This design comes from an exercise in tuning for small area, a short achievable clock period and few clock cycles on the open sky130 flow, not from production work. At most, simulation tests tie the RTL to the original design; equivalence was not proved. For run 6, only the layout was checked, not whether the RTL still works. Power is estimated from default activity; no workload was simulated.

[design/flow/constraint.sdc]
create_clock -name core_clock -period 27.0 [get_ports {clk}]
set_input_delay 5.4000 -clock core_clock [delete_from_list [all_inputs] [get_ports {clk}]]
set_output_delay 5.4000 -clock core_clock [all_outputs]
set_load 0.01 [all_outputs]
[design/flow/design.v]
module env_mad (
    input  wire        clk,
    input  wire        rst,         
    input  wire        in_valid,
    input  wire        in_op,       
    input  wire [15:0] in_data,
    output wire        in_ready,
    output reg         out_valid,
    output reg  [15:0] out_data
);
    localparam [15:0] BASELINE = 16'd512;
    reg       filling;
    reg [3:0] fcnt;
    reg       rdy;
    always @(posedge clk) begin
        if (rst) begin
            filling <= 1'b1;
            rdy     <= 1'b0;
            fcnt    <= 4'd0;
        end else if (filling) begin
            fcnt <= fcnt + 4'd1;
            if (fcnt == 4'd14)
                rdy <= 1'b1;
            if (fcnt == 4'd15)
                filling <= 1'b0;
        end
    end
    assign in_ready = rdy;
    reg        c_valid;
    reg        c_op;
    reg [15:0] c_data;
    always @(posedge clk) begin
        c_valid <= in_valid && rdy && !rst;
        c_op    <= in_op;
        c_data  <= in_data;
    end
    wire do_push = c_valid && !c_op;
    wire do_int  = c_valid &&  c_op;
    reg [15:0] b [0:15];
    reg [19:0] sum;
    integer i;
    always @(posedge clk) begin
        if (filling || do_push) begin
            b[0] <= filling ? BASELINE : c_data;
            for (i = 1; i < 16; i = i + 1)
                b[i] <= b[i-1];
        end
        if (filling)
            sum <= 20'd16 * BASELINE;
        else if (do_push)
            sum <= sum + {4'd0, c_data} - {4'd0, b[15]};
    end
    wire [15:0] mean = sum[19:4];
    wire [2:0]  rem2 = sum[3:1];
    reg [15:0] lt;
    reg        cy;
    integer j, n;
    always @* begin
        for (j = 0; j < 16; j = j + 1) begin
            cy = 1'b0;
            for (n = 0; n < 16; n = n + 1)
                cy = (mean[n] & ~b[j][n]) | (mean[n] & cy) | (~b[j][n] & cy);
            lt[j] = cy;
        end
    end
    reg        a_valid;
    reg [15:0] a_lt;
    always @(posedge clk) begin
        a_valid <= do_int && !rst;
        a_lt    <= lt;
    end
    reg [18:0] r [0:17];
    integer k;
    always @* begin
        for (k = 0; k < 16; k = k + 1)
            r[k] = {3'd0, ~(a_lt[k] ? b[k] : mean)};
        r[16] = {mean[14:0], 1'b0, rem2};
        r[17] = 19'd16;
    end
    function [37:0] csa;
        input [18:0] x, y, z;
        reg   [18:0] s, c;
        begin
            s = x ^ y ^ z;
            c = (x & y) | (x & z) | (y & z);
            csa = {c[17:0], 1'b0, s};
        end
    endfunction
    wire [18:0] l1 [0:11];
    wire [18:0] l2 [0:7];
    wire [18:0] l3 [0:5];
    wire [18:0] l4 [0:3];
    wire [18:0] l5 [0:2];
    wire [18:0] l6 [0:1];
    genvar g;
    generate
        for (g = 0; g < 6; g = g + 1) begin : t1
            assign {l1[2*g+1], l1[2*g]} = csa(r[3*g], r[3*g+1], r[3*g+2]);
        end
        for (g = 0; g < 4; g = g + 1) begin : t2
            assign {l2[2*g+1], l2[2*g]} = csa(l1[3*g], l1[3*g+1], l1[3*g+2]);
        end
        for (g = 0; g < 2; g = g + 1) begin : t3
            assign {l3[2*g+1], l3[2*g]} = csa(l2[3*g], l2[3*g+1], l2[3*g+2]);
        end
        assign l3[4] = l2[6];
        assign l3[5] = l2[7];
        for (g = 0; g < 2; g = g + 1) begin : t4
            assign {l4[2*g+1], l4[2*g]} = csa(l3[3*g], l3[3*g+1], l3[3*g+2]);
        end
        assign {l5[1], l5[0]} = csa(l4[0], l4[1], l4[2]);
        assign l5[2] = l4[3];
        assign {l6[1], l6[0]} = csa(l5[0], l5[1], l5[2]);
    endgenerate
    wire [18:0] total = l6[0] + l6[1];
    always @(posedge clk) begin
        if (rst)
            out_valid <= 1'b0;
        else
            out_valid <= a_valid;
        out_data <= total[18:3];
    end
endmodule
[design/flow/standard.sh]
#!/bin/bash
# synth_recipe.tcl (not shown) runs the flow's synth.tcl, then flattens the netlist and writes it again
# the make line also repeats each setting of config.mk as NAME=value (left out here)
make -C /OpenROAD-flow-scripts/flow DESIGN_CONFIG=/design/flow/config.mk WORK_HOME=/design/flow/orfs CLKGATE_MAP_FILE= SYNTH_SCRIPT=/design/flow/synth_recipe.tcl "${@:-finish}"
[design/flow/flow/polarity.py]
#!/usr/bin/env python3
"""Re-choose the polarity of full-adder cells in a flat gate netlist so that
fewer inverters are needed between them.

A full adder is self-dual: FA(~a, ~b, ~c) = (~sum, ~cout). So any fa cell can
be "flipped" (take the complement of its inputs and deliver the complement of
its outputs) without changing what the netlist computes. Yosys's extract_fa
picks each adder's polarity locally, which leaves many inverters between
adders. This script treats each signal (a driver plus the tree of inverters
it feeds) as a group, picks flips by local search to minimise the number of
groups that need an inverter, and rewrites every touched group with at most
one inverter. Registers, ports and all other cells are left as they are.

usage: polarity.py in.v out.v
"""
import re
import sys
import random

OUT_PINS = {"X", "Y", "Q", "Q_N", "SUM", "COUT", "HI", "LO"}
FA_IN = ("A", "B", "CIN")
FA_OUT = ("SUM", "COUT")


def esc(n):
    return n + " " if n.startswith("\\") else n


def is_inv(t):
    return re.match(r"sky130_fd_sc_hd__(clk)?inv_\d+$", t) is not None


def main(src, dst):
    text = open(src).read()
    cell_re = re.compile(r"^(\s*)(sky130_fd_sc_hd__\w+)\s+(\S+)\s*\((.*?)\);\n", re.S | re.M)
    pin_re = re.compile(r"\.(\w+)\(([^()]*?)\s*\)")
    cells = []  # [type, name, {pin: net}, (start, end)]
    for m in cell_re.finditer(text):
        pins = {p: n.strip() for p, n in pin_re.findall(m.group(4))}
        cells.append([m.group(2), m.group(3), pins, (m.start(), m.end())])

    # ports
    head = text[: text.index(";") + 1]
    outputs = set()
    for m in re.finditer(r"^\s*output\s+(\[\d+:\d+\]\s*)?(\S+);", text, re.M):
        if m.group(1):
            hi, lo = map(int, re.findall(r"\d+", m.group(1)))
            for i in range(lo, hi + 1):
                outputs.add(f"{m.group(2)}[{i}]")
        else:
            outputs.add(m.group(2))

    driver = {}
    loads = {}
    for ci, (t, name, pins, _) in enumerate(cells):
        for p, n in pins.items():
            if p in OUT_PINS:
                driver[n] = (ci, p)
            else:
                loads.setdefault(n, []).append((ci, p))

    # groups: root net -> list of consumers (ci, pin, parity) and inverters
    inv_cells = {ci for ci, c in enumerate(cells) if is_inv(c[0])}
    groups = []
    seen_inv = set()
    for n in set(list(driver) + list(loads)):
        d = driver.get(n)
        if d is not None and d[0] in inv_cells:
            continue  # not a root
        cons, invs, nets = [], [], [(n, 0)]
        frozen = n in outputs
        stack = [(n, 0)]
        while stack:
            net, par = stack.pop()
            for ci, p in loads.get(net, []):
                if ci in inv_cells:
                    invs.append(ci)
                    seen_inv.add(ci)
                    on = cells[ci][2]["Y"]
                    nets.append((on, par ^ 1))
                    if on in outputs:
                        frozen = True
                    stack.append((on, par ^ 1))
                else:
                    cons.append((ci, p, par))
        groups.append(dict(root=n, drv=d, cons=cons, invs=invs, nets=nets, frozen=frozen))
    assert seen_inv == inv_cells, "inverter not reached from a root"

    fa = [ci for ci, c in enumerate(cells) if re.match(r"sky130_fd_sc_hd__fa_\d+$", c[0])]
    fa_set = set(fa)
    # groups touching each fa
    touch = {ci: [] for ci in fa}
    for gi, g in enumerate(groups):
        if g["drv"] is not None and g["drv"][0] in fa_set:
            touch[g["drv"][0]].append(gi)
        for ci, p, par in g["cons"]:
            if ci in fa_set:
                touch[ci].append(gi)
    for ci in fa:
        touch[ci] = sorted(set(touch[ci]))
    frozen_fa = {ci for ci in fa if any(groups[gi]["frozen"] for gi in touch[ci])}

    flip = {ci: 0 for ci in fa}

    def gcost(g):
        if not g["cons"]:
            return 0
        prov = flip.get(g["drv"][0], 0) if g["drv"] is not None else 0
        for ci, p, par in g["cons"]:
            need = par ^ flip.get(ci, 0)
            if need != prov:
                return 1
        return 0

    def total():
        return sum(gcost(g) for g in groups)

    before_groups = total()
    before_invs = len(inv_cells)
    free = [ci for ci in fa if ci not in frozen_fa]
    rnd = random.Random(1)
    # simulated annealing over single flips, keeping the best assignment
    cur = before_groups
    best = cur
    best_flip = dict(flip)
    if free:
        steps = 4000 * len(free)
        for st in range(steps):
            temp = 0.6 * (1 - st / steps) + 0.02
            ci = free[rnd.randrange(len(free))]
            old = sum(gcost(groups[gi]) for gi in touch[ci])
            flip[ci] ^= 1
            new = sum(gcost(groups[gi]) for gi in touch[ci])
            d = new - old
            if d <= 0 or rnd.random() < pow(2.718, -d / temp):
                cur += d
                if cur < best:
                    best = cur
                    best_flip = dict(flip)
            else:
                flip[ci] ^= 1
    flip = best_flip
    after = total()

    # rewrite touched groups (those with a flipped fa, or with >1 inverter)
    new_pins = {}  # ci -> {pin: net}
    drop = set()
    add = []  # (type, name, A, Y)
    new_wires = []
    k = 0
    for gi, g in enumerate(groups):
        if g["frozen"]:
            continue
        touched = (g["drv"] is not None and flip.get(g["drv"][0], 0)) or any(
            flip.get(ci, 0) for ci, p, par in g["cons"]) or len(g["invs"]) > 1
        if not touched:
            continue
        prov = flip.get(g["drv"][0], 0) if g["drv"] is not None else 0
        root = g["root"]
        inv_net = None
        need_inv = [c for c in g["cons"] if (c[2] ^ flip.get(c[0], 0)) != prov]
        for ci in g["invs"]:
            drop.add(ci)
        if need_inv:
            # reuse an old inverter's output net and name when there is one
            if g["invs"]:
                keep = g["invs"][0]
                inv_net = cells[keep][2]["Y"]
                name = cells[keep][1]
                drop.discard(keep)
                new_pins.setdefault(keep, {})["A"] = root
            else:
                inv_net = f"_polinv{k}_"
                name = f"_polinv_cell{k}_"
                k += 1
                new_wires.append(inv_net)
                add.append(("sky130_fd_sc_hd__inv_1", name, root, inv_net))
        for ci, p, par in g["cons"]:
            need = par ^ flip.get(ci, 0)
            new_pins.setdefault(ci, {})[p] = root if need == prov else inv_net

    # emit
    out = []
    pos = 0
    for ci, (t, name, pins, (s, e)) in enumerate(cells):
        out.append(text[pos:s])
        pos = e
        if ci in drop:
            continue
        if ci in new_pins:
            pins = dict(pins)
            pins.update(new_pins[ci])
        body = ",\n".join(f"    .{p}({esc(n)})" for p, n in pins.items())
        out.append(f"  {t} {name} (\n{body}\n  );\n")
    out.append(text[pos:])
    res = "".join(out)
    decl = "".join(f"  wire {w};\n" for w in new_wires)
    inst = "".join(f"  {t} {name} (\n    .A({esc(a)}),\n    .Y({esc(y)})\n  );\n" for t, name, a, y in add)
    i = res.rindex("endmodule")
    res = res[:i] + inst + res[i:]
    j = res.index("\n", res.index("wire ")) + 1
    res = res[:j] + decl + res[j:]
    open(dst, "w").write(res)
    n_inv_after = before_invs - len(drop) + len(add)
    print(f"fa cells {len(fa)} (frozen {len(frozen_fa)}), flipped {sum(flip.values())}; "
          f"groups needing an inverter {before_groups} -> {after}; inverter cells {before_invs} -> {n_inv_after}")


if __name__ == "__main__":
    main(sys.argv[1], sys.argv[2])
[design/flow/config.mk]
export PLATFORM = sky130hd
export DESIGN_NAME = env_mad
export DESIGN_NICKNAME = env_mad
export VERILOG_FILES = /design/flow/design.v
export SDC_FILE = /design/flow/constraint.sdc
export NUM_CORES = 4
export LEC_CHECK = 0
export CAP_MARGIN = 20
export CORE_MARGIN = 2
export CORE_UTILIZATION = 60
export CTS_BUF_LIST = sky130_fd_sc_hd__clkbuf_16
export CTS_CLUSTER_DIAMETER = 100
export CTS_CLUSTER_SIZE = 24
export SLEW_MARGIN = 20
export TNS_END_PERCENT = 0
[design/flow/flow/run.sh]
#!/bin/bash
# Own layout flow: the standard flow (standard.sh) at the design's clock
# period and constraints, with these changes:
#  - after the standard synthesis, flow/polarity.py re-chooses the polarity
#    of the full-adder cells (a full adder is self-dual), which removes
#    inverters between adders; registers and all other cells are unchanged;
#  - the port buffers that global placement inserts are plain buffers
#    (buf_2) rather than the delay-buffer cell buffer_ports picks by default;
set -euo pipefail
export BUFFER_PORTS_ARGS="-buffer_cell sky130_fd_sc_hd__buf_2"
export SETUP_SLACK_MARGIN=20.5
res=orfs/results/sky130hd/env_mad/base
bash standard.sh "$PWD/$res/1_2_yosys.v" > flow_synth.log 2>&1
cp "$res/1_2_yosys.v" "$res/1_2_yosys.std.v"
python3 flow/polarity.py "$res/1_2_yosys.std.v" "$res/1_2_yosys.v" > flow_polarity.log 2>&1
bash standard.sh > flow_make.log 2>&1
==> results of run 1 <==
through the flow:
step	setup WS [ps]	total power (uW)
after floorplan	20430	576
after global placement	20000	582
after detailed placement	19750	582
after CTS	20540	864
after global routing	20470	882
final	20570	860
cell type report:
class / instances / area [um2]
Inverter: 154 / 596
Timing Repair Buffer: 98 / 756
Sequential cell: 334 / 9270
Clock buffer: 17 / 425
Multi-Input combinational cell: 1384 / 13300
Tap cell: 518 / 648
Fill cell: 3007 / 13600
Clock inverter: 12 / 45.0
metal layers:
metal	wire length, um	GRT usage (%)	share of wire (%)
met3	2720	3.11	4.5
met1	24500	40.8	41
met2	30100	51.4	50
met4	2350	10.6	3.9
met5	0	0	0
timing repair:
action,in CTS,in global routing
gates resized for setup,26,42
gates cloned,0,1
endpoints found under the setup margin,5,3
setup buffers,5,12
pin swaps,2,5
power groups by stage:
stage               Clock [uW]  Sequential, uW  Combinational [uW]
floorplan                    0             560                16.7
global placement             0             560                21.2
detailed placement           0             560                21.6
CTS                        294             548                21.8
global route               308             548                25.0
finish                     290             548                21.9
placed cells by master (no fill, tap or decap), types with 21 or more instances in the layout:
cell / count
edfxtp_1: 256
mux2i_1: 189
inv_1: 157
fa_1: 252
buf_4: 45
a21oi_1: 53
nor2_1: 74
ha_1: 61
maj3_1: 51
buf_2: 37
nand2_1: 151
nand2b_1: 56
xnor2_1: 21
dfxtp_1: 72
o22ai_1: 25
nor2b_1: 45
o21ai_0: 99
state kept, by name, indices dropped and copies added, names as in the netlist, 4 cells and up:
signal	count
c_data	16
b	256
a_lt	16
sum	20
fcnt	4
out_data	16
final timing paths:
| check | start | to | slack [ps] | cells after the start |
|---|---|---|---|---|
| setup reg to reg | a_lt[3] | out_data[15] | 20770 | 19 |
| hold reg to reg | a_valid | out_valid | 450 | 1 |
| setup / recovery | rdy | in_ready | 20570 | 1 |
| hold / removal | a_valid | out_valid | 450 | 1 |
==> reports/metrics.cfg, run 1 <==
[power]
seq_power_share_pct=63.8
power_density_nw_per_um2=34.3
switching_power_uw=187
peakVddDrop_v=0.0000401
switching_share_pct=21.7
pwr-share-clk_pct=33.7
leakage_uw=0.00836
p_int_uw=673
pwr-share-comb_pct=2.6

[critical_path]
crit_arrival_ps=1030
critPathMaxStageDelay_ps=350
worst-path-buf-inv=1
cp_top_family=flip-flops
startpoint_type=flip-flop
cp_slowest_cell=dfxtp_1
cp_max_fo=3
path_class=flip-flop to output port
worst_setup_path_end_kind=output port
path_cells=buf_2
cp_data_required_time_ps=21600

[clock_tree]
holdBufCountCts=0
clockBufferDepth=3
clk_pin_slew_ps=100
tritoncts=yes
cts_buffers=17
cts_sinks=334
htreeDepth=1
insertion_delay_ps=540
cts-root-buf=clkbuf_16

[job]
maxCapViolCount=0

[routing]
wl_per_cell_um=23.7
finalWirelength_um=59700
vias=15700
firstDrtPassIters=7
drcViolationCount=0
vias_per_cell=6.25
drtIter0Drc=1352
ant_nets=0

[sta]
tightest_slew_ps=1100
min_period_over_period_pct=23.8
hold_viol=0
finalSetupTns_ps=0
min_period_ps=6430
slew_viol_final=0
rsz0062_at_grt=false
skew_ps=18.4
finalSetupViolCount=0
fmax_mhz=156
relSlewSlack_pct=26.7
hold_ws_ps=447

[placed_design]
place_area_um2=24200
dp_hpwl_um=44300
io_buffers=37
placedCellCount=2470
routabilityCongestion=0.857

[floorplan]
initial_core_util_pct=60.7
pin_count=38
coreArea_um2=38600
floorplan.die.width_um=202
die_y_um=202
rows=72
dieArea_um2=40700

[final_layout]
final_cells=2517
fin_util_pct=64.8
layout-drive-gt1-share_pct=8.65
n_antenna_cell=0
stdcell_area_um2=25000
area_growth_pct=6.66
final_nets=2322

[logic_synthesis]
avgSynthCellArea_um2=11.8
synth_fp_nets=2318
synth_cells=1985
ys_warn_count=3
syn_area_um2=23500

[grt]
grt_pass1_wl_um=94200
grt_util_all_layers_pct=30.2
antenna_found_initial=0
grt_pass1_vias=16000
grt_start_max_net_pins=104
overflow=0

[status]
outcome=finished clean

[min_path]
min_path_type=flip-flop to flip-flop

Testbench counts, summed over its fixed seeds: cycles 16,125.
==> run 2: changes to the inputs <==
--- a/design/flow/design.v
+++ b/design/flow/design.v
@@ -36,6 +36,11 @@
     end
     wire do_push = c_valid && !c_op;
     wire do_int  = c_valid &&  c_op;
+    wire [19:0] sx = sum;
+    wire [19:0] sy = {4'd0, c_data};
+    wire [19:0] sz = {4'hf, ~b[15]};
+    wire [19:0] sum_next = (sx ^ sy ^ sz)
+                         + {(sx[18:0] & sy[18:0]) | (sx[18:0] & sz[18:0]) | (sy[18:0] & sz[18:0]), 1'b1};
     reg [15:0] b [0:15];
     reg [19:0] sum;
     integer i;
@@ -48,7 +53,7 @@
         if (filling)
             sum <= 20'd16 * BASELINE;
         else if (do_push)
-            sum <= sum + {4'd0, c_data} - {4'd0, b[15]};
+            sum <= sum_next;
     end
     wire [15:0] mean = sum[19:4];
     wire [2:0]  rem2 = sum[3:1];
--- a/design/flow/config.mk
+++ b/design/flow/config.mk
@@ -12,4 +12,3 @@
 export CTS_CLUSTER_DIAMETER = 100
 export CTS_CLUSTER_SIZE = 24
 export SLEW_MARGIN = 20
-export TNS_END_PERCENT = 0
==> run 2 against run 1 <==
Compared with the run above: largest cell class unchanged; combinational power is essentially flat; critical path depth unchanged; still clean on timing, DRC and antenna; clock skew increased by 7.0 ps; non-clock buffer count down 10; synthesized area is essentially flat; maximum frequency decreased by 0.47%; power increased by 3.9%; sequential cell count is the same; register-to-register slack improved by 20 ps.
==> reports/metrics.cfg, run 2 <==
[status]
outcome=finished clean  ; unchanged

[job]
maxCapViolCount=0  ; unchanged

[final_layout]
n_antenna_cell=0  ; unchanged
nFillCells=3024  ; was 3007
final_nets=2321  ; was 2322
largest_reg_flops=256  ; unchanged
area_growth_pct=6.05  ; was 6.66%
mostFrequentLayoutCell=edfxtp_1  ; unchanged
mostFrequentLayoutCells=256 x edfxtp_1, 253 x fa_1, 196 x mux2i_1, 165 x inv_1, 139 x nand2_1  ; was 256 x edfxtp_1, 252 x fa_1, 189 x mux2i_1, 157 x inv_1, 151 x nand2_1
biggestRegsByFlops=b (256), sum (20)  ; unchanged
layout-drive-gt1-share_pct=7.45  ; was 8.65%
seqCellArea_um2=9260  ; was 9270 um2
top_register=b  ; unchanged
multi_input_area_um2=13200  ; was 13300 um2

[floorplan]
floorplan.die.width_um=202  ; about the same
dieArea_um2=40700  ; about the same
rows=72  ; unchanged
coreArea_um2=38600  ; unchanged
pin_count=38  ; unchanged
die_y_um=202  ; about the same
initial_core_util_pct=60.8  ; was 60.7%

[critical_path]
cp_slowest_cell=dfxtp_2  ; was dfxtp_1
worst-path-buf-inv=1  ; unchanged
critPathMaxStageDelay_ps=370  ; was 350 ps
startpoint_type=flip-flop  ; unchanged
path_class=flip-flop to output port  ; unchanged
path_cells=buf_2  ; unchanged
cp_top_family=flip-flops  ; unchanged
cp_max_fo=1  ; was 3
worst_setup_path_end_kind=output port  ; unchanged
cp_data_required_time_ps=21600  ; about the same
crit_arrival_ps=1060  ; was 1030 ps

[sta]
rsz0062_at_grt=true  ; was false
min_period_ps=6460  ; was 6430 ps
tightest_slew_ps=1020  ; was 1100 ps
relSlewSlack_pct=32.3  ; was 26.7%
skew_ps=25.4  ; was 18.4 ps
hold_viol=0  ; unchanged
hold_ws_ps=450  ; was 447 ps
min_period_over_period_pct=23.9  ; was 23.8%
finalSetupTns_ps=0  ; unchanged
finalSetupViolCount=0  ; unchanged
fmax_mhz=155  ; was 156 MHz
slew_viol_final=0  ; unchanged

[clock_tree]
clockBufferDepth=3  ; unchanged
cts-root-buf=clkbuf_16  ; unchanged
tritoncts=yes  ; unchanged
cts_buffers=18  ; was 17
htreeDepth=1  ; unchanged
insertion_delay_ps=550  ; was 540 ps
clk_pin_slew_ps=110  ; was 100 ps
cts_sinks=334  ; unchanged
holdBufCountCts=0  ; unchanged

[routing]
wl_per_cell_um=23.9  ; was 23.7 um
finalWirelength_um=60200  ; was 59700 um
vias_per_cell=6.23  ; was 6.25
vias=15700  ; about the same
drcViolationCount=0  ; unchanged
drtIter0Drc=1309  ; was 1352
ant_nets=0  ; unchanged
firstDrtPassIters=9  ; was 7

[min_path]
min_path_type=flip-flop to flip-flop  ; unchanged

[power]
power_uw=893  ; was 860 uW
power_density_nw_per_um2=35.9  ; was 34.3 nW/um2
leakage_uw=0.00831  ; was 0.00836 uW
peakVddDrop_v=0.0000622  ; was 0.0000401 V

[grt]
grt_pass1_wl_um=94000  ; was 94200 um
antenna_found_initial=0  ; unchanged
grt_start_max_net_pins=133  ; was 104
overflow=0  ; unchanged
grt_pass1_vias=15800  ; was 16000
grt_util_all_layers_pct=30.0  ; was 30.2%

[logic_synthesis]
synth_cells=2002  ; was 1985
synth_fp_nets=2334  ; was 2318
avgSynthCellArea_um2=11.7  ; was 11.8 um2
ys_warn_count=3  ; unchanged
syn_area_um2=23500  ; about the same

[placed_design]
io_buffers=37  ; unchanged
dp_hpwl_um=44700  ; was 44300 um
routabilityCongestion=0.858  ; was 0.857

-- run 2: cell type report --
type / instances / share of cell area (%)
clock buffer: 21 / 2.11
clock inverter: 11 / 0.221
inverter: 165 / 2.55
multi-input combinational: 1382 / 52.9
sequential: 334 / 37.2
tap: 518 / 2.60
timing repair buffer: 88 / 2.42
-- run 2: power by group --
part	internal (uW)	leakage, uW	total (uW)	switching (uW)
clock network	142	0.000315	323	181
logic	9.71	0.00426	21.9	12.2
registers	547	0.00373	548	1.72
-- run 2: path summary, 6_finish.rpt --
| check | startpoint | to | slack [ps] | cells past startpoint |
|---|---|---|---|---|
| setup / recovery | out_data[10] | out_data[10] | 20540 | 1 |
| hold / removal | c_valid | a_valid | 450 | 2 |
| setup reg to reg | sum[16] | out_data[14] | 20790 | 17 |
| hold reg to reg | c_valid | a_valid | 450 | 2 |
-- run 2: timing repair --
action                                  4_1_cts  5_1_grt
buffers inserted                              0        3
cloned                                        0        0
endpoints found under the setup margin       11        6
pin swaps                                     0        2
resized for setup                            12       21
-- run 2: worst min-delay path: cells and delay by family, from the launching register on --
family,cells,cell delay [ps]
flops,1,330
simple gates,2,90
-- run 2: through the flow --
| stage | worst slack (ps) | utilization, % | cells | cell area [um2] |
|---|---|---|---|---|
| 6_report | 20540 | 64.4 | 2519 | 24900 |
| 5_1_grt | 20470 | 64.4 | 2519 | 24900 |
| 4_1_cts | 20490 | 64.2 | 2516 | 24800 |
| 3_5_place_dp | 19940 | 62.6 | 2484 | 24200 |
| 3_3_place_gp | 19980 | 62.6 | 2484 | 24200 |
| 2_1_floorplan | 20540 | - | 2002 | 23500 |
-- run 2: metal layers --
metal,vias up,part of all wire (%),global-route usage (%)
li1,7123,-,-
met4,0,3.0,8.14
met5,-,0,0
met1,8012,41,40.8
met3,85,4.9,2.84
met2,482,51,52.0
Testbench counts of run 2, summed over its fixed seeds: cycles 16,125.
==> run 3: changes to the inputs <==
--- a/design/flow/design.v
+++ b/design/flow/design.v
@@ -39,8 +39,27 @@
     wire [19:0] sx = sum;
     wire [19:0] sy = {4'd0, c_data};
     wire [19:0] sz = {4'hf, ~b[15]};
-    wire [19:0] sum_next = (sx ^ sy ^ sz)
-                         + {(sx[18:0] & sy[18:0]) | (sx[18:0] & sz[18:0]) | (sy[18:0] & sz[18:0]), 1'b1};
+    wire [19:0] ua = sx ^ sy ^ sz;
+    wire [19:0] ub = {(sx[18:0] & sy[18:0]) | (sx[18:0] & sz[18:0]) | (sy[18:0] & sz[18:0]), 1'b1};
+    reg  [19:0] gg, pp, cc;
+    reg  [19:0] sum_next;
+    integer q, w;
+    always @* begin
+        gg = ua & ub;
+        pp = ua ^ ub;
+        for (w = 1; w < 20; w = w * 2)
+            for (q = 2 * w - 1; q < 20; q = q + 2 * w) begin
+                gg[q] = gg[q] | (pp[q] & gg[q - w]);
+                pp[q] = pp[q] & pp[q - w];
+            end
+        for (w = 8; w >= 1; w = w / 2)
+            for (q = 3 * w - 1; q < 20; q = q + 2 * w) begin
+                gg[q] = gg[q] | (pp[q] & gg[q - w]);
+                pp[q] = pp[q] & pp[q - w];
+            end
+        cc = {gg[18:0], 1'b0};
+        sum_next = ua ^ ub ^ cc;
+    end
     reg [15:0] b [0:15];
     reg [19:0] sum;
     integer i;
--- a/design/flow/config.mk
+++ b/design/flow/config.mk
@@ -12,3 +12,4 @@
 export CTS_CLUSTER_DIAMETER = 100
 export CTS_CLUSTER_SIZE = 24
 export SLEW_MARGIN = 20
+export TNS_END_PERCENT = 0
==> run 3 against run 2 <==
Compared with the run above: global-route usage is 1.9 points higher; sequential power hardly changed; clock skew is 5.1 ps higher; sequential cell count stayed put; routed wire length is 0.64% higher; final cell count is 4.4% lower; sequential share of layout area is 1.0 points higher; register-to-register slack worse by 80 ps.
==> reports/metrics.cfg, run 3 <==
[routing]
vias=14900  ; was 15700
firstDrtPassIters=5  ; was 9
finalWirelength_um=60600  ; was 60200 um
drtIter0Drc=1019  ; was 1309
drcViolationCount=0  ; unchanged
vias_per_cell=6.18  ; was 6.23
ant_nets=0  ; unchanged
wl_per_cell_um=25.2  ; was 23.9 um

[job]
maxCapViolCount=0  ; unchanged

[floorplan]
floorplan.die.width_um=200  ; was 202 um
die_y_um=200  ; was 202 um
initial_core_util_pct=61.0  ; was 60.8%
rows=71  ; was 72
coreArea_um2=37800  ; was 38600 um2
pin_count=38  ; unchanged
dieArea_um2=39900  ; was 40700 um2

[sta]
hold_ws_ps=464  ; was 450 ps
relSlewSlack_pct=24.5  ; was 32.3%
slew_viol_final=0  ; unchanged
fmax_mhz=153  ; was 155 MHz
min_period_ps=6520  ; was 6460 ps
finalSetupTns_ps=0  ; unchanged
min_period_over_period_pct=24.1  ; was 23.9%
fin_ws_ps=20480  ; was 20540 ps
rsz0062_at_grt=true  ; unchanged
tightest_slew_ps=1130  ; was 1020 ps
finalSetupViolCount=0  ; unchanged
hold_viol=0  ; unchanged
skew_ps=30.5  ; was 25.4 ps

[grt]
grt_pass1_vias=15500  ; was 15800
antenna_found_initial=0  ; unchanged
overflow=0  ; unchanged
grt_pass1_wl_um=94500  ; was 94000 um
grt_util_all_layers_pct=32.0  ; was 30.0%
grt_start_max_net_pins=184  ; was 133

[final_layout]
layout-drive-gt1-share_pct=8.22  ; was 7.45%
seqCellArea_um2=9270  ; was 9260 um2
mostFrequentLayoutCell=fa_1  ; was edfxtp_1
multi_input_area_um2=12700  ; was 13200 um2
n_antenna_cell=0  ; unchanged
largest_reg_flops=256  ; unchanged
top_register=b  ; unchanged
biggestRegsByFlops=b (256), sum (20)  ; unchanged
final_nets=2225  ; was 2321
area_growth_pct=5.49  ; was 6.05%
mostFrequentLayoutCells=262 x fa_1, 256 x edfxtp_1, 191 x mux2i_1, 156 x inv_1, 144 x nand2_1  ; was 256 x edfxtp_1, 253 x fa_1, 196 x mux2i_1, 165 x inv_1, 139 x nand2_1
nFillCells=2968  ; was 3024

[logic_synthesis]
ys_warn_count=3  ; unchanged
avgSynthCellArea_um2=12.1  ; was 11.7 um2
syn_area_um2=23000  ; was 23500 um2
synth_cells=1909  ; was 2002
synth_fp_nets=2248  ; was 2334

[power]
switching_share_pct=22.0  ; was 21.8%
seq_power_share_pct=62.3  ; was 61.4%
pwr-share-clk_pct=35.7  ; was 36.2%
leakage_uw=0.00796  ; was 0.00831 uW
power_density_nw_per_um2=36.2  ; was 35.9 nW/um2
peakVddDrop_v=0.0000502  ; was 0.0000622 V
power_uw=880  ; was 893 uW
p_int_uw=686  ; was 699 uW
switching_power_uw=193  ; was 195 uW
pwr-share-comb_pct=2.0  ; was 2.5%

[status]
outcome=finished clean  ; unchanged

[placed_design]
dp_hpwl_um=44500  ; was 44700 um
routabilityCongestion=0.909  ; was 0.858
preCtsSetupSlack_ps=20370  ; was 19940 ps
io_buffers=37  ; unchanged

[critical_path]
worst_setup_path_end_kind=output port  ; unchanged
cp_max_fo=1  ; unchanged
path_cells=buf_2  ; unchanged
startpoint_type=flip-flop  ; unchanged
cp_top_family=flip-flops  ; unchanged
cp_data_required_time_ps=21600  ; about the same
critPathMaxStageDelay_ps=410  ; was 370 ps
path_class=flip-flop to output port  ; unchanged
worst-path-buf-inv=1  ; unchanged
crit_arrival_ps=1120  ; was 1060 ps
cp_slowest_cell=dfxtp_1  ; was dfxtp_2

[clock_tree]
tritoncts=yes  ; unchanged
holdBufCountCts=0  ; unchanged
cts-root-buf=clkbuf_16  ; unchanged
cts_buffers=18  ; unchanged
clockBufferDepth=3  ; unchanged
insertion_delay_ps=560  ; was 550 ps
htreeDepth=1  ; unchanged
clk_pin_slew_ps=110  ; about the same
cts_sinks=334  ; unchanged

[min_path]
min_path_type=flip-flop to flip-flop  ; unchanged

[run 3: changes by cell type in the layout (fill, tap and decap cells not counted), sizes merged, moves of 20 or more]
cell | previous run | this run
a21oi | 75 | 45
maj3 | 49 | 91
nand2b | 49 | 27
nor2 | 63 | 83
nor2b | 44 | 24
o22ai | 41 | 21
[run 3: worst paths after layout]
path / start / to / cells after the start / slack [ps]
max: out_data[14] / out_data[14] / 1 / 20480
min: c_valid / a_valid / 2 / 460
max reg2reg: a_lt[9] / out_data[15] / 19 / 20710
min reg2reg: c_valid / a_valid / 2 / 460
[run 3: power by group through the flow]
stage                     combinational (uW)  sequential, uW  clock [uW]
final                                   17.5             549         314
after detailed placement                17.4             561           0
after global placement                  16.6             561           0
after floorplan                         13.3             560           0
after CTS                               17.6             549         318
after global routing                    20.6             549         334
[run 3: area by class of cell]
type,count,share of cell area (%)
clock buffers,19,1.96
multi-input cells,1298,52.4
repair buffers,71,1.97
clock inverters,12,0.268
well taps,511,2.63
flip-flops and latches,334,38.2
inverters,163,2.55
[run 3: metrics by stage]
step | area, um2 | utilization (%) | std cells
after detailed placement | 23600 | 62.6 | 2374
after CTS | 24200 | 64.1 | 2405
after global routing | 24300 | 64.3 | 2408
after global placement | 23600 | 62.6 | 2374
final | 24300 | 64.3 | 2408
after floorplan | 23000 | - | 1909
[run 3: timing repair]
| item | 4_1_cts | 5_1_grt |
|---|---|---|
| resized for setup | 4 | 27 |
| setup buffers | 0 | 3 |
| gates cloned | 0 | 0 |
| endpoints found under the setup margin | 9 | 9 |
[run 3: per-layer routing]
layer	global-route usage [%]	share of wire (%)	routed length [um]	vias up
met4	11.6	3.7	2250	0
met5	0	0	0	-
met1	40.9	39	23800	7585
met2	56.6	52	31500	531
met3	3.29	5.1	3100	115
li1	-	-	-	6659
Testbench counts of run 3, summed over its fixed seeds: cycles 16,125.
==> run 4: changes to the inputs <==
--- a/design/flow/config.mk
+++ b/design/flow/config.mk
@@ -12,4 +12,3 @@
 export CTS_CLUSTER_DIAMETER = 100
 export CTS_CLUSTER_SIZE = 24
 export SLEW_MARGIN = 20
-export TNS_END_PERCENT = 0
==> run 4 against run 3 <==
Compared with the run above: sequential cell count is the same; combinational power hardly changed; non-clock buffer count unchanged; die area unchanged; worst setup slack better by 37 ps; final cell count barely moved; clock-buffer cell count unchanged; hold slack worse by 14 ps; synthesized cell count stayed put; routed wire length shrank 1.2%; clock skew increased by 3.4 ps; critical endpoint is now out_data[13]; highest routed layer unchanged.
==> reports/metrics.cfg, run 4 <==
[clock_tree]
tritoncts=yes  ; unchanged
cts_buffers=18  ; unchanged
insertion_delay_ps=560  ; about the same
htreeDepth=1  ; unchanged
cts_sinks=334  ; unchanged
cts-root-buf=clkbuf_16  ; unchanged
clk_pin_slew_ps=100  ; was 110 ps
clockBufferDepth=3  ; unchanged

[sta]
relSlewSlack_pct=23.6  ; was 24.5%
tightest_slew_ps=1140  ; was 1130 ps
skew_ps=34.0  ; was 30.5 ps
finalSetupTns_ps=0  ; unchanged
slew_viol_final=0  ; unchanged
min_period_over_period_pct=24.0  ; was 24.1%
rsz0062_at_grt=true  ; unchanged
hold_viol=0  ; unchanged
finalSetupViolCount=0  ; unchanged
min_period_ps=6480  ; was 6520 ps
fmax_mhz=154  ; was 153 MHz

[floorplan]
initial_core_util_pct=61.0  ; unchanged
pin_count=38  ; unchanged
die_y_um=200  ; unchanged
rows=71  ; unchanged
coreArea_um2=37800  ; unchanged
dieArea_um2=39900  ; unchanged
floorplan.die.width_um=200  ; unchanged

[final_layout]
stdcell_area_um2=24300  ; about the same
area_growth_pct=5.78  ; was 5.49%
biggestRegsByFlops=b (256), sum (20)  ; unchanged
mostFrequentLayoutCells=262 x fa_1, 256 x edfxtp_1, 191 x mux2i_1, 157 x inv_1, 144 x nand2_1  ; was 262 x fa_1, 256 x edfxtp_1, 191 x mux2i_1, 156 x inv_1, 144 x nand2_1
final_nets=2225  ; unchanged
top_register=b  ; unchanged
final_cells=2410  ; was 2408
layout-drive-gt1-share_pct=8.54  ; was 8.22%
mostFrequentLayoutCell=fa_1  ; unchanged
largest_reg_flops=256  ; unchanged

[grt]
grt_util_all_layers_pct=31.4  ; was 32.0%
grt_start_max_net_pins=146  ; was 184
grt_pass1_wl_um=92700  ; was 94500 um
grt_pass1_vias=15500  ; about the same
antenna_found_initial=1  ; was 0
overflow=0  ; unchanged

[placed_design]
routabilityCongestion=0.922  ; was 0.909
io_buffers=37  ; unchanged
placedCellCount=2375  ; was 2374
dp_hpwl_um=44100  ; was 44500 um
place_area_um2=23700  ; was 23600 um2

[critical_path]
critPathMaxStageDelay_ps=380  ; was 410 ps
worst_setup_path_end_kind=output port  ; unchanged
cp_data_required_time_ps=21600  ; about the same
crit_arrival_ps=1080  ; was 1120 ps
worst-path-buf-inv=1  ; unchanged
path_cells=buf_2  ; unchanged
cp_slowest_cell=dfxtp_1  ; unchanged
cp_max_fo=1  ; unchanged
path_class=flip-flop to output port  ; unchanged
startpoint_type=flip-flop  ; unchanged
cp_top_family=flip-flops  ; unchanged

[routing]
wl_per_cell_um=24.8  ; was 25.2 um
drtIter0Drc=949  ; was 1019
drcViolationCount=0  ; unchanged
vias_per_cell=6.18  ; about the same
vias=14900  ; about the same
finalWirelength_um=59900  ; was 60600 um
firstDrtPassIters=7  ; was 5
ant_nets=0  ; unchanged

[min_path]
min_path_type=flip-flop to flip-flop  ; unchanged

[logic_synthesis]
ys_warn_count=3  ; unchanged
synth_cells=1909  ; unchanged
avgSynthCellArea_um2=12.1  ; unchanged
syn_area_um2=23000  ; unchanged
synth_fp_nets=2248  ; unchanged

[job]
maxCapViolCount=0  ; unchanged

[power]
peakVddDrop_v=0.0000476  ; was 0.0000502 V
power_density_nw_per_um2=36.4  ; was 36.2 nW/um2
leakage_uw=0.00799  ; was 0.00796 uW

[status]
outcome=finished clean  ; unchanged

==> run 4: power by group <==
part | total, uW | switching (uW) | internal (uW)
Sequential | 549 | 2.16 | 546
Combinational | 17.5 | 8.72 | 8.74
Clock | 320 | 180 | 140
==> run 4: layout make-up <==
type                            count  area, um2
Clock inverter                     13       92.6
Sequential cell                   334       9280
Inverter                          163        621
Antenna cell                        1       2.50
Tap cell                          511        639
Timing Repair Buffer               71        502
Fill cell                        2937      13400
Clock buffer                       19        475
Multi-Input combinational cell   1298      12700
==> run 4: final timing paths <==
path,start,end,slack [ps],cells past startpoint
setup reg to reg,a_lt[6],out_data[15],20720,19
setup / recovery,out_data[13],out_data[13],20520,1
hold reg to reg,a_valid,out_valid,450,1
hold / removal,a_valid,out_valid,450,1
==> run 4: per-layer routing <==
layer	global-route usage, %	vias up	part of all wire [%]
li1	-	6670	-
met2	54.9	482	52
met3	3.97	115	5.1
met5	0	-	0
met1	40.1	7633	39
met4	11.9	0	3.7
==> run 4: stage by stage <==
stage                     total power, uW  hold slack, ps  utilization (%)  setup WS, ps
final                                 886             450             64.5         20520
after global routing                  910             466             64.5         20460
after CTS                             890             454             64.2         20500
after detailed placement              578             433             62.7         20380
after global placement                577             421             62.7         20490
after floorplan                       573             414                -         20720
==> run 4: what timing repair did <==
item	4_1_cts	5_1_grt
hold endpoints to repair	0	0
hold buffers	0	0
endpoints found under the setup margin	4	7
setup buffers	0	2
gates resized for setup	4	41
==> run 5: changes to the inputs <==
--- a/design/flow/config.mk
+++ b/design/flow/config.mk
@@ -7,7 +7,7 @@
 export LEC_CHECK = 0
 export CAP_MARGIN = 20
 export CORE_MARGIN = 2
-export CORE_UTILIZATION = 60
+export CORE_UTILIZATION = 50
 export CTS_BUF_LIST = sky130_fd_sc_hd__clkbuf_16
 export CTS_CLUSTER_DIAMETER = 100
 export CTS_CLUSTER_SIZE = 24
==> run 5 against run 4 <==
Compared with the run above: still clean on timing, DRC and antenna; clock power shrank 2%; power is 0.75% lower; global-route usage down 5.2 points; largest power group unchanged.
==> reports/metrics.cfg, run 5 <==
[status]
outcome=finished clean  ; unchanged

[job]
maxCapViolCount=0  ; unchanged

[routing]
dr_wl_met2_um=29500  ; was 31000 um
vias=14700  ; was 14900
ant_nets=0  ; unchanged
firstDrtPassIters=7  ; unchanged
drcViolationCount=0  ; unchanged
drtIter0Drc=1072  ; was 949
met1_length_um=25200  ; was 23600 um
top_layer=met5  ; was met4
met3WireLength_um=2720  ; was 3080 um
wl_per_cell_um=23.9  ; was 24.8 um
vias_per_cell=5.88  ; was 6.18
finalWirelength_um=59800  ; was 59900 um

[placed_design]
routabilityCongestion=0.897  ; was 0.922
preCtsSetupSlack_ps=20080  ; was 20380 ps
io_buffers=37  ; unchanged
dp_hpwl_um=44200  ; was 44100 um

[clock_tree]
cts_sinks=334  ; unchanged
htreeDepth=1  ; unchanged
insertion_delay_ps=560  ; about the same
clockBufferDepth=3  ; unchanged
clk_pin_slew_ps=100  ; about the same
holdBufCountCts=0  ; unchanged
cts_buffers=18  ; unchanged
cts-root-buf=clkbuf_16  ; unchanged
tritoncts=yes  ; unchanged

[sta]
finalSetupViolCount=0  ; unchanged
min_period_ps=6470  ; was 6480 ps
slew_viol_final=0  ; unchanged
hold_viol=0  ; unchanged
finalSetupTns_ps=0  ; unchanged
hold_ws_ps=454  ; was 450 ps
rsz0062_at_grt=true  ; unchanged
relSlewSlack_pct=20.9  ; was 23.6%
fin_ws_ps=20530  ; was 20520 ps
fmax_mhz=155  ; was 154 MHz
tightest_slew_ps=1160  ; was 1140 ps
min_period_over_period_pct=24.0  ; about the same
skew_ps=20.8  ; was 34.0 ps

[final_layout]
n_antenna_cell=0  ; was 1
biggestRegsByFlops=b (256), sum (20)  ; unchanged
final_nets=2224  ; was 2225
layout-drive-gt1-share_pct=8.38  ; was 8.54%
largest_reg_flops=256  ; unchanged
mostFrequentLayoutCell=fa_1  ; unchanged
area_growth_pct=5.95  ; was 5.78%
mostFrequentLayoutCells=262 x fa_1, 256 x edfxtp_1, 194 x mux2i_1, 156 x inv_1, 144 x nand2_1  ; was 262 x fa_1, 256 x edfxtp_1, 191 x mux2i_1, 157 x inv_1, 144 x nand2_1
nFillCells=3849  ; was 2937
top_register=b  ; unchanged

[floorplan]
coreArea_um2=45400  ; was 37800 um2
initial_core_util_pct=50.7  ; was 61.0%
rows=78  ; was 71
die_y_um=219  ; was 200 um
floorplan.die.width_um=219  ; was 200 um
dieArea_um2=47800  ; was 39900 um2
pin_count=38  ; unchanged

[power]
peakVddDrop_v=0.0000385  ; was 0.0000476 V
leakage_uw=0.00795  ; was 0.00799 uW
power_density_nw_per_um2=36.1  ; was 36.4 nW/um2
power_uw=880  ; was 886 uW

[logic_synthesis]
avgSynthCellArea_um2=12.1  ; unchanged
syn_area_um2=23000  ; unchanged
synth_fp_nets=2248  ; unchanged
synth_cells=1909  ; unchanged
ys_warn_count=3  ; unchanged

[grt]
overflow=0  ; unchanged
antenna_found_initial=1  ; unchanged
grt_start_max_net_pins=81  ; was 146
grt_pass1_vias=15500  ; about the same
grt_util_all_layers_pct=26.1  ; was 31.4%
grt_pass1_wl_um=93900  ; was 92700 um

[critical_path]
path_cells=buf_2  ; unchanged
crit_arrival_ps=1070  ; was 1080 ps
worst-path-buf-inv=1  ; unchanged
cp_data_required_time_ps=21600  ; about the same
critPathMaxStageDelay_ps=390  ; was 380 ps
cp_max_fo=1  ; unchanged
cp_top_family=flip-flops  ; unchanged
cp_slowest_cell=dfxtp_4  ; was dfxtp_1
path_class=flip-flop to output port  ; unchanged
startpoint_type=flip-flop  ; unchanged
worst_setup_path_end_kind=output port  ; unchanged

[min_path]
min_path_type=flip-flop to flip-flop  ; unchanged

## run 5: cell count changes in the layout (fill, tap and decap cells not counted), moves of 4 or more
cell / change
o21ai_1: -4
buf_4: +5
dfxtp_2: -6
o21ai_0: +4
buf_6: -4
## run 5: worst paths after layout
| check | depth (start not counted) | to | slack, ps | from |
|---|---|---|---|---|
| max | 1 | out_data[9] | 20530 | out_data[9] |
| min | 2 | a_valid | 450 | c_valid |
| max reg2reg | 18 | out_data[12] | 20750 | a_lt[2] |
| min reg2reg | 2 | a_valid | 450 | c_valid |
## run 5: per-layer routing
metal / vias up / track usage [%]
met3: 125 / 3.16
met5: - / 0
met4: 2 / 9.55
li1: 6664 / -
met1: 7457 / 34.9
met2: 441 / 43.9
## run 5: through the flow
stage	utilization, %	area (um2)	cells
after floorplan	-	23000	1909
after global placement	52.3	23700	2463
after detailed placement	52.3	23700	2463
after CTS	53.6	24300	2497
after global routing	53.7	24400	2497
final	53.7	24400	2497
## run 5: power breakdown
| group | leakage (uW) | internal (uW) | total [uW] | switching [uW] |
|---|---|---|---|---|
| logic | 0.00392 | 8.75 | 17.4 | 8.69 |
| registers | 0.00373 | 546 | 548 | 1.99 |
| clock network | 0.000299 | 131 | 314 | 183 |
| total | 0.00795 | 686 | 880 | 194 |
## run 5: area by class of cell
| cell class | count | area (um2) | share of cell area (%) |
|---|---|---|---|
| timing repair buffer | 70 | 459 | 1.88 |
| multi-input combinational | 1298 | 12700 | 52.2 |
| clock inverter | 13 | 68.8 | 0.282 |
| sequential | 334 | 9280 | 38.1 |
| inverter | 163 | 621 | 2.54 |
| tap | 600 | 751 | 3.08 |
| clock buffer | 19 | 475 | 1.95 |
## run 5: what timing repair did
item	CTS	global route
setup buffers	2	0
setup endpoints to repair	8	8
gates cloned	0	0
gates resized for setup	9	24
pin swaps	0	0
==> run 6: changes to the inputs <==
--- a/design/flow/design.v
+++ b/design/flow/design.v
@@ -136,7 +136,24 @@
         assign l5[2] = l4[3];
         assign {l6[1], l6[0]} = csa(l5[0], l5[1], l5[2]);
     endgenerate
-    wire [18:0] total = l6[0] + l6[1];
+    reg  [18:0] tg, tp;
+    reg  [18:0] total;
+    integer e, f;
+    always @* begin
+        tg = l6[0] & l6[1];
+        tp = l6[0] ^ l6[1];
+        for (f = 1; f < 19; f = f * 2)
+            for (e = 2 * f - 1; e < 19; e = e + 2 * f) begin
+                tg[e] = tg[e] | (tp[e] & tg[e - f]);
+                tp[e] = tp[e] & tp[e - f];
+            end
+        for (f = 8; f >= 1; f = f / 2)
+            for (e = 3 * f - 1; e < 19; e = e + 2 * f) begin
+                tg[e] = tg[e] | (tp[e] & tg[e - f]);
+                tp[e] = tp[e] & tp[e - f];
+            end
+        total = l6[0] ^ l6[1] ^ {tg[17:0], 1'b0};
+    end
     always @(posedge clk) begin
         if (rst)
             out_valid <= 1'b0;
--- a/design/flow/config.mk
+++ b/design/flow/config.mk
@@ -7,7 +7,7 @@
 export LEC_CHECK = 0
 export CAP_MARGIN = 20
 export CORE_MARGIN = 2
-export CORE_UTILIZATION = 50
+export CORE_UTILIZATION = 60
 export CTS_BUF_LIST = sky130_fd_sc_hd__clkbuf_16
 export CTS_CLUSTER_DIAMETER = 100
 export CTS_CLUSTER_SIZE = 24
==> run 6 against run 5 <==
Compared with the run above: hold slack improved by 4.7 ps; power is 0.14% higher; register-to-register slack gained 20 ps; critical path depth did not move; worst setup slack got worse by 8.8 ps; critical endpoint unchanged; largest power group unchanged.
==> reports/metrics.cfg, run 6 <==
[final_layout]
final_nets=2327  ; was 2224
layout-drive-gt1-share_pct=7.27  ; was 8.38%
area_growth_pct=5.93  ; was 5.95%
top_register=b  ; unchanged
largest_reg_flops=256  ; unchanged
mostFrequentLayoutCells=269 x fa_1, 256 x edfxtp_1, 194 x mux2i_1, 165 x inv_1, 145 x nand2_1  ; was 262 x fa_1, 256 x edfxtp_1, 194 x mux2i_1, 156 x inv_1, 144 x nand2_1
mostFrequentLayoutCell=fa_1  ; unchanged
biggestRegsByFlops=b (256), sum (20)  ; unchanged
n_antenna_cell=0  ; unchanged

[clock_tree]
clockBufferDepth=3  ; unchanged
cts_buffers=18  ; unchanged
tritoncts=yes  ; unchanged
insertion_delay_ps=560  ; about the same
cts-root-buf=clkbuf_16  ; unchanged
htreeDepth=1  ; unchanged
holdBufCountCts=0  ; unchanged
cts_sinks=334  ; unchanged
clk_pin_slew_ps=110  ; was 100 ps

[grt]
grt_pass1_vias=16400  ; was 15500
grt_util_all_layers_pct=31.4  ; was 26.1%
grtUsageMet3_pct=3.60  ; was 3.16%
grtUsageMet2_pct=52.4  ; was 43.9%
grt_most_used_layer=met2  ; unchanged
met1_usage_pct=44.3  ; was 34.9%
grt_pass1_wl_um=98300  ; was 93900 um
antenna_found_initial=0  ; was 1
grt_start_max_net_pins=159  ; was 81
overflow=0  ; unchanged

[power]
power_uw=881  ; was 880 uW
seq_power_share_pct=62.2  ; was 62.3%
switching_share_pct=22.0  ; about the same
switching_power_uw=194  ; about the same
peakVddDrop_v=0.0000403  ; was 0.0000385 V
power_density_nw_per_um2=35.1  ; was 36.1 nW/um2
p_int_uw=687  ; was 686 uW
pwr-share-clk_pct=35.6  ; was 35.7%
leakage_uw=0.00839  ; was 0.00795 uW
pwr-share-comb_pct=2.2  ; was 2.0%

[critical_path]
startpoint_type=flip-flop  ; unchanged
cp_data_required_time_ps=21600  ; about the same
worst_setup_path_end_kind=output port  ; unchanged
cp_slowest_cell=dfxtp_1  ; was dfxtp_4
worst_r2r_path_depth=17  ; was 18
path_cells=buf_2  ; unchanged
cp_num_cells=1  ; unchanged
crit_arrival_ps=1080  ; was 1070 ps
critPathMaxStageDelay_ps=390  ; about the same
cp_top_family=flip-flops  ; unchanged
cp_max_fo=1  ; unchanged
path_class=flip-flop to output port  ; unchanged
worst-path-buf-inv=1  ; unchanged

[sta]
relSlewSlack_pct=29.3  ; was 20.9%
tightest_slew_ps=1060  ; was 1160 ps
min_period_over_period_pct=24.0  ; about the same
hold_viol=0  ; unchanged
fmax_mhz=154  ; was 155 MHz
slew_viol_final=0  ; unchanged
skew_ps=32.7  ; was 20.8 ps
min_period_ps=6480  ; was 6470 ps
finalSetupViolCount=0  ; unchanged
finalSetupTns_ps=0  ; unchanged
rsz0062_at_grt=true  ; unchanged

[routing]
vias=15900  ; was 14700
firstDrtPassIters=6  ; was 7
drtIter0Drc=1521  ; was 1072
finalWirelength_um=62000  ; was 59800 um
vias_per_cell=6.34  ; was 5.88
wl_per_cell_um=24.7  ; was 23.9 um
drcViolationCount=0  ; unchanged
ant_nets=0  ; unchanged

[floorplan]
initial_core_util_pct=61.0  ; was 50.7%
coreArea_um2=38800  ; was 45400 um2
rows=72  ; was 78
die_y_um=203  ; was 219 um
pin_count=38  ; unchanged
floorplan.die.width_um=203  ; was 219 um
dieArea_um2=41100  ; was 47800 um2

[placed_design]
dp_hpwl_um=45900  ; was 44200 um
io_buffers=37  ; unchanged
routabilityCongestion=0.858  ; was 0.897

[min_path]
min_path_type=flip-flop to flip-flop  ; unchanged
holdPathStages=2  ; unchanged

[job]
maxCapViolCount=0  ; unchanged

[logic_synthesis]
synth_cells=1995  ; was 1909
syn_area_um2=23700  ; was 23000 um2
synth_fp_nets=2340  ; was 2248
avgSynthCellArea_um2=11.9  ; was 12.1 um2
ys_warn_count=3  ; unchanged

[status]
outcome=finished clean  ; unchanged

[run 6: tightest hold or removal path: cells and delay by family (launching register included)]
kind	cells	cell delay (ps)
flops	1	330
simple gates	2	90
[run 6: worst paths after layout]
| kind | slack, ps | to | startpoint |
|---|---|---|---|
| max | 20520 | out_data[9] | out_data[9] |
| min | 460 | a_valid | c_valid |
| max reg2reg | 20770 | out_data[14] | a_lt[8] |
| min reg2reg | 460 | a_valid | c_valid |
[run 6: final cells by class]
cell class,count,area (um2)
well taps,518,648
repair inverters,1,5.00
clock buffers,19,475
fillers,3010,13700
multi-input cells,1373,13400
clock inverters,13,68.8
repair buffers,93,644
inverters,161,622
flip-flops and latches,334,9270
[run 6: stage by stage]
step                      area (um2)  utilization [%]  cells  worst slack [ps]  hold slack, ps
after floorplan                23700                -   1995             20790             414
after global placement         24400             62.8   2468             20150             419
after detailed placement       24400             62.8   2468             19900             445
after CTS                      25000             64.3   2503             20490             460
after global routing           25100             64.6   2512             20450             476
final                          25100             64.6   2512             20520             458
[run 6: power by group through the flow]
stage	sequential (uW)	clock, uW	combinational, uW
after floorplan	560	0	14.4
after global placement	560	0	18.3
after detailed placement	560	0	18.9
after CTS	549	317	19.1
after global routing	549	331	22.3
final	548	314	19.0
[run 6: per-layer routing]
layer  vias up  part of all wire (%)
li1       7125                     -
met1      8077                    41
met2       654                    50
met3        82                   6.8
met4         0                   2.6
met5         -                     0
[run 6: repair_timing]
item / in CTS / in global routing
endpoints found under the setup margin: 11 / 7
setup buffers: 2 / 9
resized for setup: 8 / 19
cloned: 1 / 0

[separate check: timing with driven ports]
The flow's constraints put no driver on any port. The routed layouts listed below were extracted and timed again, unchanged, in two steps. Step 1 sets driving cells, clkbuf_16 on the clock port and buf_2 on the other inputs (assumed; they add their load-dependent delay and slew). Step 2 moves the port delays by t, midway between the first and last clock arrival at a register: inputs arrive t later, outputs are due t later. That takes back most of the time a late clock gives input paths. Slacks: ideal ports / drivers / drivers and shift; pairs: ideal ports / drivers.
run	t (ns)	setup slack, ns	worst setup path at the end	cell pins on the clock port's net
run 1	0.593	20.573 / 20.514 / 20.771	register to register	1
run 2	0.597	20.543 / 20.486 / 20.794	register to register	1
run 3	0.595	20.483 / 20.427 / 20.709	register to register	1
run 4	0.595	20.520 / 20.463 / 20.720	register to register	1
run 5	0.603	20.531 / 20.473 / 20.751	register to register	1
run 6	0.597	20.523 / 20.464 / 20.768	register to register	1
After both steps setup and hold are still met in every run listed.
